Source: an optimization exercise on an open RTL-to-GDS flow (aim: a short achievable clock period). Production flows keep margins and buffers that such runs may drop.
Function was checked by simulation only, so behaviour that the tests miss may differ from the original.

==> inputs of v18 <==
==> flow/design.v (excerpt) <==
module crcfr (
    input  wire        clk,
    input  wire        rst_n,     
    input  wire        sel,       
    input  wire        we,        
    input  wire [1:0]  size,      
    input  wire [5:0]  addr,      
    input  wire [31:0] wdata,
    output reg  [31:0] rdata,
    output wire        buserr,
    output wire        irq
);
    localparam [3:0] ST_IDLE = 4'd0, ST_RAW = 4'd1, ST_ENC = 4'd2, ST_DEC = 4'd3,
                     ST_SIGGEN = 4'd4, ST_SIGCHK = 4'd5, ST_ERROR = 4'd15;
    localparam [2:0] PH_NONE = 3'd0, PH_LEN = 3'd1, PH_TAG = 3'd2, PH_PAYLOAD = 3'd3,
                     PH_CRC = 3'd4, PH_SIG = 3'd5, PH_END = 3'd6;
    localparam [3:0] E_MALFORMED_TAG = 4'd1, E_TRUNCATED = 4'd2, E_CHECKSUM = 4'd3,
                     E_SIGNATURE = 4'd4, E_ILLEGAL_CMD = 4'd5, E_NOT_ALLOWED = 4'd6,
                     E_UNEXPECTED = 4'd7, E_OVERRUN = 4'd8, E_CONFIG = 4'd9;
    localparam [1:0] SRC_CMD = 2'd0, SRC_DIN = 2'd1, SRC_CONFIG = 2'd2;
    localparam [3:0] R_ID = 4'd0, R_CMD = 4'd1, R_STATUS = 4'd2, R_ERRINFO = 4'd3,
                     R_CRC_STATE = 4'd4, R_CRC_RESULT = 4'd5, R_LEN = 4'd6, R_TAG = 4'd7,
                     R_AVAIL = 4'd8, R_PCOUNT = 4'd9, R_STORED = 4'd10, R_TAGFLAGS = 4'd11,
                     R_DIN = 4'd12, R_DOUT = 4'd13, R_INTEN = 4'd14, R_INTSTAT = 4'd15;
    function [31:0] crc_byte;
        input [31:0] c;
        input [7:0]  b;
        integer k;
        reg [31:0] v;
        begin
            v = c ^ {24'd0, b};
            for (k = 0; k < 8; k = k + 1)
                v = v[0] ? ((v >> 1) ^ 32'hEDB88320) : (v >> 1);
            crc_byte = v;
        end
    endfunction
    function is_letter;
        input [7:0] b;
        begin
            is_letter = (b >= 8'h41 && b <= 8'h5A) || (b >= 8'h61 && b <= 8'h7A);
        end
    endfunction
    function [7:0] be_byte;
        input [31:0] v;
        input [1:0]  i;
        begin
            case (i)
                2'd0: be_byte = v[31:24];
                2'd1: be_byte = v[23:16];
                2'd2: be_byte = v[15:8];
                default: be_byte = v[7:0];
            endcase
        end
    endfunction
  ...
export LEC_CHECK = 0
export CAP_MARGIN = 20
export CORE_MARGIN = 2
export CORE_UTILIZATION = 40
export SLEW_MARGIN = 20
export SYNTH_HIERARCHICAL = 1
export BUFFER_PORTS_ARGS = -buffer_cell sky130_fd_sc_hd__buf_4
create_clock -name core_clock -period 10.0 [get_ports {clk}]
standard.sh (not shown) runs the stock make flow with config.mk's settings and CLKGATE_MAP_FILE= SYNTH_SCRIPT=/design/flow/synth_recipe.tcl, a recipe that flattens the netlist after the stock synthesis.
==> flow/flow/run.sh <==
#!/bin/bash
# Layout: the standard ORFS flow (standard.sh, standard synthesis included),
# with three changes to how the layout is optimised:
#  - the port buffers are inserted as buf_4 cells,
#  - gate sizing may pick cells of any footprint (MATCH_CELL_FOOTPRINT=0),
#  - timing repair aims for 6 ns of setup slack instead of 5.
# make's full output goes to make_finish.log here; ORFS's per-step logs are
# under orfs/logs/.
set -euo pipefail
echo "export BUFFER_PORTS_ARGS = -buffer_cell sky130_fd_sc_hd__buf_4" >> config.mk
bash standard.sh MATCH_CELL_FOOTPRINT=0 SETUP_SLACK_MARGIN=6 finish > make_finish.log 2>&1
==> inputs of v6, as changes to v18 <==
--- a/flow/design.v
+++ b/flow/design.v
@@ -89,22 +89,35 @@
     reg [1:0]  intstat;
     reg [31:0] left;       
     reg [31:0] lim;        
     reg        lgt;        
     reg        leq;        
     reg [3:0]  let_r;      
+    wire legal_acc = (size == 2'd2) && (addr[1:0] == 2'b00);
     wire [3:0] a = addr[5:2];
-    wire wr, rd, w_cmd, w_cfg, w_din, w_ien, w_ist, r_dsel, legal;
-    wire c_sr, c_ab, c_crc, c_ini, c_enc, c_dec, c_sg, c_sc, rst_any;
-    crcfr_busdec u_busdec (.rst_n(rst_n), .sel(sel), .we(we), .size(size), .addr(addr), .wdata(wdata),
-                           .buserr(buserr), .wr(wr), .rd(rd), .w_cmd(w_cmd), .w_cfg(w_cfg),
-                           .w_din(w_din), .w_ien(w_ien), .w_ist(w_ist), .r_dsel(r_dsel),
-                           .legal(legal), .c_sr(c_sr), .c_ab(c_ab), .c_crc(c_crc), .c_ini(c_ini),
-                           .c_enc(c_enc), .c_dec(c_dec), .c_sg(c_sg), .c_sc(c_sc), .rst_any(rst_any));
-    wire r_dout = r_dsel && outv;
+    assign buserr = sel && !legal_acc;
+    wire wr = sel && legal_acc && we;
+    wire rd = sel && legal_acc && !we;
+    wire w_cmd  = wr && (a == R_CMD);
+    wire w_cfg  = wr && (a == R_CRC_STATE || a == R_LEN || a == R_TAG || a == R_AVAIL);
+    wire w_din  = wr && (a == R_DIN);
+    wire w_ien  = wr && (a == R_INTEN);
+    wire w_ist  = wr && (a == R_INTSTAT);
+    wire r_dout = rd && (a == R_DOUT) && outv;
     wire [7:0] din = wdata[7:0];
+    wire [3:0] op    = wdata[3:0];
+    wire       legal = (wdata[31:9] == 23'd0) && (wdata[7:4] == 4'd0) &&
+                       (op <= 4'd8) && (!wdata[8] || op == 4'd6);
+    wire c_sr  = legal && (op == 4'd1);
+    wire c_ab  = legal && (op == 4'd2);
+    wire c_crc = legal && (op == 4'd3 || op == 4'd4);
+    wire c_ini = legal && (op == 4'd3);
+    wire c_enc = legal && (op == 4'd5);
+    wire c_dec = legal && (op == 4'd6);
+    wire c_sg  = legal && (op == 4'd7);
+    wire c_sc  = legal && (op == 4'd8);
     wire [3:0] letter = let_r;    
     wire all_let = &letter;
     wire [31:0] tagflags = {22'd0, all_let & ~tag[13], tag[5], ~tag[13],
                             ~tag[21], ~tag[29], all_let, letter};
     assign irq = |(intstat & inten);
     wire [31:0] status  = {12'd0, irq, pass, outv, done, err, 1'b0, idx, 1'b0, phase, state};
@@ -235,12 +248,13 @@
     wire [3:0] cmd_code = cmd_ill ? E_ILLEGAL_CMD : cmd_na ? E_NOT_ALLOWED :
                           c_enc ? E_MALFORMED_TAG : c_dec ? E_TRUNCATED : E_SIGNATURE;
     wire [3:0] cmd_ei_state = (cmd_ill | cmd_na) ? state :
                               c_enc ? ST_ENC : c_dec ? ST_DEC : ST_SIGCHK;
     wire [2:0] cmd_ei_phase = (cmd_ill | cmd_na) ? phase : c_sc ? PH_SIG : PH_LEN;
     wire [2:0] cmd_ei_idx   = (cmd_ill | cmd_na) ? idx : 3'd0;
+    wire soft_reset = sel & we & (size == 2'd2) & (addr == 6'h04) & (wdata == 32'd1);
     wire abort      = w_cmd & c_ab;
     wire start      = w_cmd & ~s_err & start_ok;
     wire raise = (w_cmd & cmd_raise) | (w_cfg & ~s_err & ~s_idle) | (w_din & din_raise);
     reg [3:0]  n_state;
     reg [2:0]  n_phase;
     reg [2:0]  n_idx;
@@ -405,13 +419,13 @@
             end
         end else if (w_ist) begin
             n_intstat = intstat & ~wdata[1:0];
         end
     end
     always @(posedge clk) begin
-        if (rst_any) begin
+        if (!rst_n || soft_reset) begin
             state    <= ST_IDLE;
             phase    <= PH_NONE;
             idx      <= 3'd0;
             err      <= 4'd0;
             done     <= 1'b0;
             outv     <= 1'b0;
@@ -460,63 +474,12 @@
             lgt      <= n_lgt;
             leq      <= n_leq;
             let_r    <= n_let;
         end
     end
 endmodule
-module crcfr_busdec (
-    input  wire        rst_n,
-    input  wire        sel,
-    input  wire        we,
-    input  wire [1:0]  size,
-    input  wire [5:0]  addr,
-    input  wire [31:0] wdata,
-    output wire        buserr,
-    output wire        wr,
-    output wire        rd,
-    output wire        w_cmd,
-    output wire        w_cfg,
-    output wire        w_din,
-    output wire        w_ien,
-    output wire        w_ist,
-    output wire        r_dsel,
-    output wire        legal,
-    output wire        c_sr,
-    output wire        c_ab,
-    output wire        c_crc,
-    output wire        c_ini,
-    output wire        c_enc,
-    output wire        c_dec,
-    output wire        c_sg,
-    output wire        c_sc,
-    output wire        rst_any
-);
-    wire legal_acc = (size == 2'd2) && (addr[1:0] == 2'b00);
-    wire [3:0] a = addr[5:2];
-    assign buserr = sel && !legal_acc;
-    assign wr = sel && legal_acc && we;
-    assign rd = sel && legal_acc && !we;
-    assign w_cmd  = wr && (a == 4'd1);
-    assign w_cfg  = wr && (a == 4'd4 || a == 4'd6 || a == 4'd7 || a == 4'd8);
-    assign w_din  = wr && (a == 4'd12);
-    assign w_ien  = wr && (a == 4'd14);
-    assign w_ist  = wr && (a == 4'd15);
-    assign r_dsel = rd && (a == 4'd13);
-    wire [3:0] op = wdata[3:0];
-    assign legal = (wdata[31:9] == 23'd0) && (wdata[7:4] == 4'd0) &&
-                   (op <= 4'd8) && (!wdata[8] || op == 4'd6);
-    assign c_sr  = legal && (op == 4'd1);
-    assign c_ab  = legal && (op == 4'd2);
-    assign c_crc = legal && (op == 4'd3 || op == 4'd4);
-    assign c_ini = legal && (op == 4'd3);
-    assign c_enc = legal && (op == 4'd5);
-    assign c_dec = legal && (op == 4'd6);
-    assign c_sg  = legal && (op == 4'd7);
-    assign c_sc  = legal && (op == 4'd8);
-    assign rst_any = !rst_n || (w_cmd && wdata == 32'd1);
-endmodule
 module crcfr_rmux (
     input  wire [71:0] dn,    
     input  wire [7:0] s,     
     input  wire [31:0] status,
     input  wire [31:0] errinfo,
     input  wire [31:0] crc,
==> notes.md <==
| metric | v6 | v18 |
|---|---|---|
| Via count | 28,900 | 27,400 |
| Drt pass-1 iters | 11 | 14 |
| Worst hold slack | 0.455 ns | 0.462 ns |
| Number of DRC markers after the initial detailed-route iteration | 5,161 | 4,900 |
| Multi-input gates | 2,298 | 2,304 |
| Data buffer area share | 17.3% | 13.8% |
| Amount of wire on met3 after detailed routing | 23.5 mm | 21.2 mm |
| Final period utilization | 52.1% | 52.9% |
| Initial core utilization | 40.4% | 40.3% |
| Buf/Inv on CP | 3 | 2 |
| Largest net degree at the start of global routing | 65 | 82 |
| Worst reg2reg setup slack | 5.67 ns | 5.58 ns |
| Clock buffer instance count of the final layout | 55 | 54 |
| Outcome | complete, no violations | complete, no violations |
| Slowest stage cell, crit path | sky130_fd_sc_hd__mux2i_2 | sky130_fd_sc_hd__mux2i_4 |
| Tap cell count | 696 | 704 |

[afterwards: timing with drivers on the ports]
Ports are ideal in the flow. The routed layouts listed here were re-timed in OpenROAD. Step 1: set_driving_cell puts a clkbuf_16 on clk and a buf_2 on each other input, an assumption about the parent block. Step 2 also shifts input and output timing later by t, the mid clock arrival at the registers, as if the neighbouring blocks saw the same clock. Three values: ideal ports, drivers, drivers and shift; two values: the first two.
run | t, ns | slack for setup (ns) | worst register clock-pin slew, ns | worst slew at a driven data input, ns | pins driven straight from the clock port
v18 | 0.667 | 4.706 / 4.044 / 4.044 | 0.07 / 0.07 | 0.73 | 1
v6 | 0.657 | 4.792 / 4.285 / 4.285 | 0.07 / 0.07 | 0.55 | 1
After both steps every run listed still meets setup and hold. The setup slack of v18, which loses most, moves by -0.662 ns with the drivers and by -0.662 ns with both steps.
